This design comes from an exercise in tuning for small area on the open sky130 flow, not from production work. Only simulation tests tie the RTL to the original design; equivalence was not proved. Power figures rest on the tool's default switching activity, not on a simulated workload.

## config.mk

```make
export PLATFORM = sky130hd
export DESIGN_NAME = bqcore
export DESIGN_NICKNAME = bqcore
export VERILOG_FILES = /design/flow/design.v
export SDC_FILE = /design/flow/constraint.sdc
export NUM_CORES = 4
export LEC_CHECK = 0
export CAP_MARGIN = 20
export CORE_MARGIN = 2
export CORE_UTILIZATION = 30
export PLACE_DENSITY = 0.5
export SLEW_MARGIN = 20
```

## run.sh

```bash
#!/bin/bash
# synth_recipe.tcl (not shown) runs the flow's synth.tcl, then flattens the netlist and writes it again
# the make line also repeats each setting of config.mk as NAME=value (left out here)
make -C /OpenROAD-flow-scripts/flow DESIGN_CONFIG=/design/flow/config.mk WORK_HOME=/design/flow/orfs CLKGATE_MAP_FILE= SYNTH_SCRIPT=/design/flow/synth_recipe.tcl finish
```

## design.v

```verilog
module bqcore_csum (
    input  wire [255:0] blk,       
    output wire [7:0]   checksum   
);
    reg [7:0] sum;
    integer i;
    always @* begin
        sum = 8'd0;
        for (i = 0; i < 32; i = i + 1)
            sum = sum + blk[8*i +: 8];
    end
    assign checksum = ~sum;
endmodule
module bqcore_xcodec (
    input  wire [31:0] xdec_in,     
    output wire [63:0] xdec_out,    
    input  wire [63:0] xenc_in,     
    output reg  [31:0] xenc_out,    
    output reg         xenc_domain,  
    output reg         xenc_range    
);
    wire [10:0] dec_exp = {3'b000, xdec_in[31:24]} + 11'd894;
    assign xdec_out = {xdec_in[23], dec_exp, xdec_in[22:0], 29'd0};
    wire        s   = xenc_in[63];
    wire [10:0] E   = xenc_in[62:52];
    wire [51:0] T   = xenc_in[51:0];
    wire        gt1 = (E > 11'd1023) || ((E == 11'd1023) && (T != 52'd0));
    wire [11:0] ebias = {1'b0, E} + {11'd0, gt1};    
    wire [52:0] sig = {1'b1, T};
    wire [24:0] mant = gt1 ? {1'b0, sig[52:29]} : sig[52:28];
    wire [11:0] efield = ebias - 12'd895;
    always @* begin
        xenc_domain = ((E == 11'd0) && (T == 52'd0)) || (E == 11'h7FF);
        xenc_range  = (E == 11'd0) || (ebias < 12'd895) || (ebias > 12'd1150);
        xenc_out    = {efield[7:0], s, mant[22:0]};
    end
endmodule
module bqcore (
    input  wire        clk,
    input  wire        rst,           
    input  wire        host_valid,
    input  wire        host_we,
    input  wire        host_size,     
    input  wire [6:0]  host_addr,
    input  wire [31:0] host_wdata,
    output reg         host_ack,
    output reg         host_err,
    output reg  [31:0] host_rdata,
    output wire        treq_valid,
    output reg  [1:0]  treq_kind,     
    output wire [6:0]  treq_dev,
    output reg  [1:0]  treq_len,      
    output reg  [23:0] treq_data,     
    output reg  [15:0] treq_ms,       
    input  wire        trsp_valid,
    input  wire [1:0]  trsp_kind,     
    input  wire [15:0] trsp_data,     
    output wire        irq
);
    localparam [31:0] P_KEYS_RESET = 32'h36720414;
    localparam [6:0]  P_DEV_ADDR   = 7'h55;
    localparam [3:0] E_ILLEGAL = 4'd1, E_DOMAIN = 4'd2, E_RANGE = 4'd3,
                     E_BUS = 4'd4, E_TIMEOUT = 4'd5, E_ABORTED = 4'd6;
    localparam [7:0] PH_IDLE = 8'h00, PH_UNSEAL1 = 8'h01, PH_UNSEAL2 = 8'h02,
                     PH_EN_CALEN = 8'h10, PH_EN_ENTER = 8'h11, PH_EN_WAIT = 8'h12, PH_EN_POLL = 8'h13,
                     PH_EX_EXIT = 8'h20, PH_EX_WAIT = 8'h21, PH_EX_POLL = 8'h22,
                     PH_EX_SETTLE1 = 8'h23, PH_EX_RESET = 8'h24, PH_EX_SETTLE2 = 8'h25,
                     PH_OF_CMD = 8'h30, PH_OF_WAIT1 = 8'h31, PH_OF_POLL1 = 8'h32,
                     PH_OF_WAIT2 = 8'h33, PH_OF_POLL2 = 8'h34, PH_OF_SAVE = 8'h35;
    localparam [1:0] K_WRITE = 2'd0, K_READ = 2'd1, K_SLEEP = 2'd2;
    reg        st_busy, st_done, st_err, st_ovr;
    reg [3:0]  st_errcode;
    reg [7:0]  st_phase;
    reg [1:0]  st_sub;
    reg [3:0]  st_op;
    reg        abort_pending, req_out;
    reg [31:0] opa_lo, opa_hi, res_lo, res_hi;
    reg [15:0] ctrl_maxpoll;
    reg        ctrl_ie;
    reg [15:0] csw;
    reg [31:0] keys;
    reg [15:0] loopcnt;
    reg [15:0] lat_maxpoll;
    reg [31:0] lat_keys;
    reg [255:0] blk;
    wire [7:0]  csum;
    wire [63:0] xdec_res;
    wire [31:0] xenc_res;
    wire        xenc_domain, xenc_range;
    bqcore_csum u_csum (.blk(blk), .checksum(csum));
    bqcore_xcodec u_xcodec (
        .xdec_in(opa_lo), .xdec_out(xdec_res),
        .xenc_in({opa_hi, opa_lo}), .xenc_out(xenc_res),
        .xenc_domain(xenc_domain), .xenc_range(xenc_range));
    reg        ph_subcmd;      
    reg        ph_poll;        
    reg        ph_sleep;
    reg [15:0] ph_code;        
    always @* begin
        ph_subcmd = 1'b0;
        ph_poll   = 1'b0;
        ph_sleep  = 1'b0;
        ph_code   = 16'h0000;
        case (st_phase)
            PH_UNSEAL1:    ph_code = lat_keys[15:0];
            PH_UNSEAL2:    ph_code = lat_keys[31:16];
            PH_EN_CALEN:   begin ph_subcmd = 1'b1; ph_code = 16'h002D; end
            PH_EN_ENTER:   begin ph_subcmd = 1'b1; ph_code = 16'h0081; end
            PH_EN_WAIT:    begin ph_sleep = 1'b1;  ph_code = 16'd1000; end
            PH_EN_POLL:    begin ph_subcmd = 1'b1; ph_poll = 1'b1; end
            PH_EX_EXIT:    begin ph_subcmd = 1'b1; ph_code = 16'h0080; end
            PH_EX_WAIT:    begin ph_sleep = 1'b1;  ph_code = 16'd1000; end
            PH_EX_POLL:    begin ph_subcmd = 1'b1; ph_poll = 1'b1; end
            PH_EX_SETTLE1: begin ph_sleep = 1'b1;  ph_code = 16'd150; end
            PH_EX_RESET:   begin ph_subcmd = 1'b1; ph_code = 16'h0041; end
            PH_EX_SETTLE2: begin ph_sleep = 1'b1;  ph_code = 16'd150; end
            PH_OF_CMD:     begin ph_subcmd = 1'b1; ph_code = (st_op == 4'hB) ? 16'h0009 : 16'h000A; end
            PH_OF_WAIT1:   begin ph_sleep = 1'b1;  ph_code = 16'd1000; end
            PH_OF_POLL1:   begin ph_subcmd = 1'b1; ph_poll = 1'b1; end
            PH_OF_WAIT2:   begin ph_sleep = 1'b1;  ph_code = 16'd1000; end
            PH_OF_POLL2:   begin ph_subcmd = 1'b1; ph_poll = 1'b1; end
            PH_OF_SAVE:    begin ph_subcmd = 1'b1; ph_code = 16'h000B; end
            default: ;
        endcase
    end
    assign treq_valid = req_out;
    assign treq_dev   = P_DEV_ADDR;
    always @* begin
        treq_kind = K_WRITE;
        treq_len  = 2'd3;
        treq_data = {ph_code[15:8], ph_code[7:0], 8'h00};
        treq_ms   = 16'd0;
        if (ph_sleep) begin
            treq_kind = K_SLEEP;
            treq_len  = 2'd0;
            treq_data = 24'd0;
            treq_ms   = ph_code;
        end else if (ph_subcmd && st_sub == 2'd1) begin
            treq_len  = 2'd1;
            treq_data = 24'd0;
        end else if (ph_subcmd && st_sub == 2'd2) begin
            treq_kind = K_READ;
            treq_len  = 2'd2;
            treq_data = 24'd0;
        end
    end
    assign irq = st_done & ctrl_ie;
    reg        n_busy, n_done, n_err, n_ovr;
    reg [3:0]  n_errcode;
    reg [7:0]  n_phase;
    reg [1:0]  n_sub;
    reg [3:0]  n_op;
    reg        n_abort_pending, n_req_out;
    reg [31:0] n_opa_lo, n_opa_hi, n_res_lo, n_res_hi;
    reg [15:0] n_ctrl_maxpoll;
    reg        n_ctrl_ie;
    reg [15:0] n_csw;
    reg [31:0] n_keys;
    reg [15:0] n_loopcnt;
    reg [15:0] n_lat_maxpoll;
    reg [31:0] n_lat_keys;
    reg [255:0] n_blk;
    reg        n_host_ack, n_host_err;
    reg [31:0] n_host_rdata;
    reg        rsp_ok, cond, active;
    reg [15:0] cnt_inc;
    reg [31:0] cmd_w;
    reg        legal, illegal_cmd;
    integer    k;
    always @* begin
        n_busy = st_busy; n_done = st_done; n_err = st_err; n_ovr = st_ovr;
        n_errcode = st_errcode; n_phase = st_phase; n_sub = st_sub; n_op = st_op;
        n_abort_pending = abort_pending; n_req_out = req_out;
        n_opa_lo = opa_lo; n_opa_hi = opa_hi; n_res_lo = res_lo; n_res_hi = res_hi;
        n_ctrl_maxpoll = ctrl_maxpoll; n_ctrl_ie = ctrl_ie; n_csw = csw; n_keys = keys;
        n_loopcnt = loopcnt; n_lat_maxpoll = lat_maxpoll; n_lat_keys = lat_keys;
        n_blk = blk;
        n_host_ack = 1'b0; n_host_err = 1'b0; n_host_rdata = 32'd0;
        rsp_ok = 1'b0; cond = 1'b0; active = 1'b0; cnt_inc = 16'd0;
        cmd_w = host_wdata; legal = 1'b0; illegal_cmd = 1'b0;
        if (st_busy) begin
            if (!req_out) begin
                if (abort_pending) begin
                    n_err = 1'b1; n_errcode = E_ABORTED;
                    n_busy = 1'b0; n_done = 1'b1;
                    n_abort_pending = 1'b0; n_req_out = 1'b0;
                end else begin
                    n_req_out = 1'b1;
                end
            end else if (trsp_valid) begin
                n_req_out = 1'b0;
                if (ph_subcmd && st_sub == 2'd2)
                    rsp_ok = (trsp_kind == 2'd1);
                else
                    rsp_ok = (trsp_kind == 2'd0);
                if (!rsp_ok) begin
                    n_err = 1'b1; n_errcode = E_BUS;
                    n_busy = 1'b0; n_done = 1'b1;
                    n_abort_pending = 1'b0;
                end else if (ph_subcmd && st_sub != 2'd2) begin
                    n_sub = st_sub + 2'd1;
                end else begin
                    n_sub = 2'd0;
                    if (ph_poll)
                        n_csw = trsp_data;
                    cnt_inc = (loopcnt == 16'hFFFF) ? 16'hFFFF : loopcnt + 16'd1;
                    active  = (st_op == 4'hB) ? (trsp_data[11:10] != 2'b00) : trsp_data[11];
                    case (st_phase)
                        PH_UNSEAL1:    n_phase = PH_UNSEAL2;
                        PH_UNSEAL2:    n_phase = PH_EN_CALEN;
                        PH_EN_CALEN:   n_phase = PH_EN_ENTER;
                        PH_EN_ENTER:   n_phase = PH_EN_WAIT;
                        PH_EN_WAIT:    n_phase = PH_EN_POLL;
                        PH_EN_POLL:    cond = trsp_data[12];
                        PH_EX_EXIT:    n_phase = PH_EX_WAIT;
                        PH_EX_WAIT:    n_phase = PH_EX_POLL;
                        PH_EX_POLL:    cond = !trsp_data[12];
                        PH_EX_SETTLE1: n_phase = PH_EX_RESET;
                        PH_EX_RESET:   n_phase = PH_EX_SETTLE2;
                        PH_OF_CMD:     n_phase = PH_OF_WAIT1;
                        PH_OF_WAIT1:   n_phase = PH_OF_POLL1;
                        PH_OF_POLL1:   cond = active;
                        PH_OF_WAIT2:   n_phase = PH_OF_POLL2;
                        PH_OF_POLL2:   cond = !active;
                        PH_OF_SAVE:    begin n_loopcnt = 16'd0; n_phase = PH_EX_EXIT; end
                        default: ;
                    endcase
                    if (ph_poll) begin
                        if (cond) begin
                            case (st_phase)
                                PH_EN_POLL:
                                    if (st_op == 4'h8) begin
                                        n_phase = PH_IDLE;    
                                    end else begin
                                        n_loopcnt = 16'd0; n_phase = PH_OF_CMD;
                                    end
                                PH_EX_POLL:  n_phase = PH_EX_SETTLE1;
                                PH_OF_POLL1: begin n_loopcnt = 16'd0; n_phase = PH_OF_WAIT2; end
                                default:     n_phase = PH_OF_SAVE;    
                            endcase
                        end else begin
                            n_loopcnt = cnt_inc;
                            if (lat_maxpoll != 16'd0 && cnt_inc >= lat_maxpoll) begin
                                n_sub = st_sub;     
                                n_err = 1'b1; n_errcode = E_TIMEOUT;
                                n_busy = 1'b0; n_done = 1'b1;
                                n_abort_pending = 1'b0;
                            end else begin
                                case (st_phase)
                                    PH_EN_POLL:  n_phase = PH_EN_CALEN;
                                    PH_EX_POLL:  n_phase = PH_EX_EXIT;
                                    PH_OF_POLL1: n_phase = PH_OF_CMD;
                                    default:     n_phase = PH_OF_WAIT2;   
                                endcase
                            end
                        end
                    end else if (st_phase == PH_EX_SETTLE2) begin
                        n_phase = PH_IDLE;    
                    end
                    if (n_busy && n_phase == PH_IDLE) begin
                        n_res_lo = {16'd0, n_csw};
                        n_res_hi = 32'd0;
                        n_busy = 1'b0; n_done = 1'b1;
                        n_abort_pending = 1'b0;
                    end
                end
            end
        end
        if (host_valid) begin
            legal = host_size ? (host_addr[1:0] == 2'b00)
                              : (host_addr[6:5] == 2'b10);
            n_host_ack = 1'b1;
            n_host_err = !legal;
            if (legal && !host_we) begin
                if (!host_size) begin
                    n_host_rdata = {24'd0, n_blk[8*host_addr[4:0] +: 8]};
                end else begin
                    case (host_addr[6:2])
                        5'h01: n_host_rdata = {4'd0, n_op, 4'd0, n_req_out, n_abort_pending,
                                               n_sub, n_phase, n_errcode, n_ovr, n_err, n_done, n_busy};
                        5'h02: n_host_rdata = n_opa_lo;
                        5'h03: n_host_rdata = n_opa_hi;
                        5'h04: n_host_rdata = n_res_lo;
                        5'h05: n_host_rdata = n_res_hi;
                        5'h06: n_host_rdata = {15'd0, n_ctrl_ie, n_ctrl_maxpoll};
                        5'h07: n_host_rdata = {16'd0, n_csw};
                        5'h08: n_host_rdata = n_keys;
                        5'h09: n_host_rdata = {16'd0, n_loopcnt};
                        default:
                            if (host_addr[6:5] == 2'b10)
                                n_host_rdata = n_blk[32*host_addr[4:2] +: 32];
                            else
                                n_host_rdata = 32'd0;    
                    endcase
                end
            end else if (legal && host_we) begin
                if (!host_size) begin
                    n_blk[8*host_addr[4:0] +: 8] = host_wdata[7:0];
                end else begin
                    case (host_addr[6:2])
                        5'h00: begin
                            if (n_busy) begin
                                if (cmd_w == 32'h0000000F) n_abort_pending = 1'b1;
                                else                       n_ovr = 1'b1;
                            end else if (cmd_w != 32'h0000000F) begin
                                n_done = 1'b0; n_err = 1'b0; n_errcode = 4'd0;
                                n_op = cmd_w[3:0];
                                illegal_cmd = (cmd_w[31:4] != 28'd0);
                                case (cmd_w[3:0])
                                    4'h1: begin
                                        n_res_lo = {24'd0, csum}; n_res_hi = 32'd0;
                                        n_done = 1'b1;
                                    end
                                    4'h2: begin
                                        n_res_lo = {16'd0, csum, 7'd0, (csum == opa_lo[7:0])};
                                        n_res_hi = 32'd0;
                                        n_done = 1'b1;
                                    end
                                    4'h3: begin
                                        n_res_lo = xdec_res[31:0]; n_res_hi = xdec_res[63:32];
                                        n_done = 1'b1;
                                    end
                                    4'h4: begin
                                        n_done = 1'b1;
                                        if (!xenc_domain && !xenc_range) begin
                                            n_res_lo = xenc_res; n_res_hi = 32'd0;
                                        end
                                    end
                                    4'h8, 4'h9, 4'hA, 4'hB: begin
                                        n_lat_maxpoll = ctrl_maxpoll;
                                        n_lat_keys = keys;
                                        n_loopcnt = 16'd0;
                                        n_abort_pending = 1'b0;
                                        n_req_out = 1'b0;
                                        n_busy = 1'b1;
                                        n_phase = (cmd_w[3:0] == 4'h9) ? PH_EX_EXIT : PH_UNSEAL1;
                                        n_sub = 2'd0;
                                    end
                                    default: illegal_cmd = 1'b1;
                                endcase
                                if (illegal_cmd) begin
                                    n_res_lo = res_lo; n_res_hi = res_hi;
                                    n_lat_maxpoll = lat_maxpoll; n_lat_keys = lat_keys;
                                    n_loopcnt = loopcnt; n_busy = 1'b0;
                                    n_phase = st_phase; n_sub = st_sub;
                                    n_err = 1'b1; n_errcode = E_ILLEGAL; n_done = 1'b1;
                                end else if (cmd_w[3:0] == 4'h4 && xenc_domain) begin
                                    n_err = 1'b1; n_errcode = E_DOMAIN;
                                end else if (cmd_w[3:0] == 4'h4 && xenc_range) begin
                                    n_err = 1'b1; n_errcode = E_RANGE;
                                end
                            end
                        end
                        5'h01: begin
                            if (host_wdata[1]) n_done = 1'b0;
                            if (host_wdata[3]) n_ovr = 1'b0;
                        end
                        5'h02: n_opa_lo = host_wdata;
                        5'h03: n_opa_hi = host_wdata;
                        5'h06: begin
                            n_ctrl_maxpoll = host_wdata[15:0];
                            n_ctrl_ie = host_wdata[16];
                        end
                        5'h08: n_keys = host_wdata;
                        default:
                            if (host_addr[6:5] == 2'b10)
                                n_blk[32*host_addr[4:2] +: 32] = host_wdata;
                    endcase
                end
            end
        end
    end
    always @(posedge clk) begin
        if (rst) begin
            st_busy <= 1'b0; st_done <= 1'b0; st_err <= 1'b0; st_ovr <= 1'b0;
            st_errcode <= 4'd0; st_phase <= PH_IDLE; st_sub <= 2'd0; st_op <= 4'd0;
            abort_pending <= 1'b0; req_out <= 1'b0;
            opa_lo <= 32'd0; opa_hi <= 32'd0; res_lo <= 32'd0; res_hi <= 32'd0;
            ctrl_maxpoll <= 16'd0; ctrl_ie <= 1'b0; csw <= 16'd0;
            keys <= P_KEYS_RESET; loopcnt <= 16'd0;
            lat_maxpoll <= 16'd0; lat_keys <= P_KEYS_RESET;
            blk <= 256'd0;
            host_ack <= 1'b0; host_err <= 1'b0; host_rdata <= 32'd0;
        end else begin
            st_busy <= n_busy; st_done <= n_done; st_err <= n_err; st_ovr <= n_ovr;
            st_errcode <= n_errcode; st_phase <= n_phase; st_sub <= n_sub; st_op <= n_op;
            abort_pending <= n_abort_pending; req_out <= n_req_out;
            opa_lo <= n_opa_lo; opa_hi <= n_opa_hi; res_lo <= n_res_lo; res_hi <= n_res_hi;
            ctrl_maxpoll <= n_ctrl_maxpoll; ctrl_ie <= n_ctrl_ie; csw <= n_csw;
            keys <= n_keys; loopcnt <= n_loopcnt;
            lat_maxpoll <= n_lat_maxpoll; lat_keys <= n_lat_keys;
            blk <= n_blk;
            host_ack <= n_host_ack; host_err <= n_host_err; host_rdata <= n_host_rdata;
        end
    end
endmodule
```

## constraint.sdc

```tcl
create_clock -name core_clock -period 10.0 [get_ports {clk}]
set_input_delay 2.0000 -clock core_clock [delete_from_list [all_inputs] [get_ports {clk}]]
set_output_delay 2.0000 -clock core_clock [all_outputs]
set_load 0.01 [all_outputs]
```

==> results.txt <==
## cell families after synthesis
family | synth area share, %
xor gates and xnor gates | 2.33
buffers and inverters | 7.36
DFF | 29.7
other | 0.0195
muxes | 11.8
and+or+nand+nor | 17.1
adders and majority gates | 11.4
AOI/OAI and AO/OA | 20.4
## stage by stage
step,setup WS [ps],hold slack [ps]
final,2630,450
after detailed placement,2720,443
after global placement,2800,440
after global routing,2330,467
after floorplan,3260,431
after CTS,2710,452
## placed cells by master, fill, tap and decap left out, types with 25 or more instances in the layout
cell type | netlist | routed
nor2b_1 | 31 | 28
a21oi_1 | 435 | 434
a221oi_1 | 45 | 45
a22oi_1 | 158 | 158
xor2_1 | 27 | 27
nand2_1 | 675 | 674
buf_4 | 27 | 111
a211oi_1 | 41 | 41
nor3_1 | 49 | 45
fa_1 | 183 | 183
nand4_1 | 29 | 29
mux4_2 | 144 | 144
nand3_1 | 74 | 74
a32oi_1 | 97 | 97
o22ai_1 | 47 | 47
a22o_1 | 25 | 25
clkbuf_16 | 0 | 72
o21ai_0 | 135 | 134
mux2i_1 | 108 | 108
a32o_1 | 33 | 33
nor4_1 | 35 | 33
ha_1 | 57 | 57
nor2_1 | 510 | 501
and3_1 | 25 | 25
inv_1 | 319 | 318
dfxtp_1 | 571 | 571
clkdlybuf4s50_1 | 0 | 119
xnor2_1 | 73 | 73
## critical path: cells and delay by family (launching register included)
kind,cells,cell delay (ps)
XOR/XNOR,2,360
buffers and inverters,4,260
adder cells (fa/ha/maj),10,4800
AO/OA/AOI/OAI,3,560
AND/OR/NAND/NOR,4,850
flip-flops,1,420
## worst max path at each step
stage,depth (start not counted),start,to,slack (ps)
after global placement,23,blk[26],res_lo[0],2800
after CTS,23,blk[171],res_lo[0],2710
after global routing,23,blk[171],res_lo[0],2330
after detailed placement,25,blk[194],res_lo[0],2720
final,23,blk[26],res_lo[0],2630
after floorplan,25,blk[194],res_lo[0],3260
## flip-flops by register name (all words and copies together), names as in the netlist, 32 cells and up
signal / flops
blk: 256
host_rdata: 32
keys: 32
lat_keys: 32
opa_hi: 32
opa_lo: 32
res_hi: 32
res_lo: 32
## layer usage
metal	track usage [%]	routed length [um]	part of all wire, %	vias up
met5	0	11	0.0059	-
met4	17.0	13900	7.5	2
met3	6.55	17900	9.7	504
met2	42.5	81600	44	2114
met1	34.7	72000	39	18300
li1	-	-	-	16200
## layout make-up
type	instances	area [sq um]	area share [%]
diodes	3	7.51	0.0172
clock buffers	98	2040	4.67
clock inverters	27	345	0.790
inverters	323	1210	2.77
multi-input cells	3346	24500	56.0
flip-flops and latches	571	11400	26.2
well taps	1662	2080	4.76
repair buffers	238	2120	4.85
## power breakdown
part	switching, mW	internal, mW
sequential	0.0107	2.28
combinational	0.427	0.160
clock	1.14	1.59
total	1.58	4.03
==> results.txt <==
most used cell along the critical path fa_1; worst r2r src blk[26]; fin. max-slew vios 0; LEAKAGE 15.7 nW; ys async rst share 0%; reg-to-reg slack, setup 2630 ps; RD Place Congestion 0.983; vias in the first global route 35100; crit path DAT 7940 ps; Hold Startpoint lat_keys[8]; post-synth top area cell dfxtp_1; Critical Setup Path Class reg -> reg; Filler cells 13400; skew final 32.1 ps; synthesized flop and latch total 571; CTS tree built; clock-pin slew on the worst setup and hold paths 60 ps; FMAX 0.136 GHz; crit-path max cell delay 630 ps; detailed-route via count 37100; die height 362 um; top-count cell post-synth nand2_1; Layout Utilization 34.3%; Initial Util 30.2%; clk buf depth 3; Final Cycle Share 73.7%; First-pass DRT Iterations 7; Hold Path Stages 2; synthesized area per cell 8.35 sq um; Die Width 362 um; crit path launch type flip-flop; EDFF count, synth 0; Final Hold Violating Endpoints 0; Seq/Total Area, Yosys 29.7%; IO Port Bufs 127; die footprint 0.131 sq mm; Finished Layout Cells 6268; site row count 131; Hold Crit Endpoint lat_keys[8]; crit-path cells inv_1, fa_1, inv_1, fa_1, fa_1, fa_1, fa_1, fa_1, inv_1, fa_1, inv_1, fa_1, ha_1, fa_1, a21oi_1, nor2_1, nor2_1, xnor2_1, xnor2_1, or4_1, nor3_1, o21ai_0, a311oi_1; Synth-to-Final Area Change 13.5%; R2R cell count 23; Hold-fix buffers, CTS 0; Top FF cell, synth dfxtp_1; most frequent cells after synthesis nand2_1 (675), dfxtp_1 (571), nor2_1 (510); Syn Inst Count 4609; nets 4854; share of post-route cells with drive strength above 1 9.69%; actual slew at the worst max-slew pin 1260 ps; dpl cells 6140; Worst Path Max Fanout 5; number of levels in the clock H-tree 3; root buffer cell clkbuf_16; post-CTS setup repair buffer count 0; CP max-delay cell fa_1; fin area 0.0437 sq mm; clk sink count 571; Final setup viols 0; placed cell areas 0.0413 sq mm; Yosys warning total 3; GRT overflow 0; pwr/cell area 128 mW/mm^2; antenna viol nets, final 0; Tmin final 7370 ps; unrepaired setup endpoints after global routing no; Core Area 0.128 sq mm; Via density 5.92; Post-Route WL 185000 um; Synth cell types 95; Total GRT Usage 27.5%; global-route wire length before repair 262000 um; Yosys top cell area share 29.7%; dominant cells by area after synthesis dfxtp_1 (30%), fa_1 (9.5%), mux4_2 (8.4%); worst path required time 10570 ps; run status complete, no violations; Max-Cap Viols 0; largest net degree at the start of global routing 171; dpl hpwl 133000 um; DR DRC count 0; Hold Path Class reg -> reg; relative slew slack 15.3%; # IOs 150; CTS Buf Count 71; initial DRC count 5100; reg2reg end res_lo[0]; DR WL/cell 29.6 um; Peak VDD IR 0.113 mV; clock latency on the worst-skew pair 680 ps; Fin Setup TNS 0 ps; crit path capture type flip-flop; Cell Area, Synth 0.0385 sq mm; antenna violations before repair 5; Post-CTS Resized 0; Overall Power 5.61 mW

==> separate check: timing with driven ports <==
The results above use ideal ports. As a check the final layout listed here was re-extracted and re-timed, cells and wires unchanged.
Step 1 assumes that a clkbuf_16 drives the clock port and a buf_2 every other input.
Step 2 moves the port delays by t, midway between the first and last clock arrival at a register: inputs arrive t later, outputs are due t later. That takes back most of the time a late clock gives input paths.
Three values: no drivers, after step 1, after step 2; two values: the first two.
t, ns: 0.742
setup WS [ns]: 2.631 / 2.631 / 2.631
worst setup path after step 2: register to register
latest minus earliest clock arrival (ns): 0.034 / 0.034
worst register clock-pin slew, ns: 0.07 / 0.07
After both steps setup and hold are still met in this run. For this run, drivers alone change the setup slack by 0.000 ns; drivers and shift together by 0.000 ns.
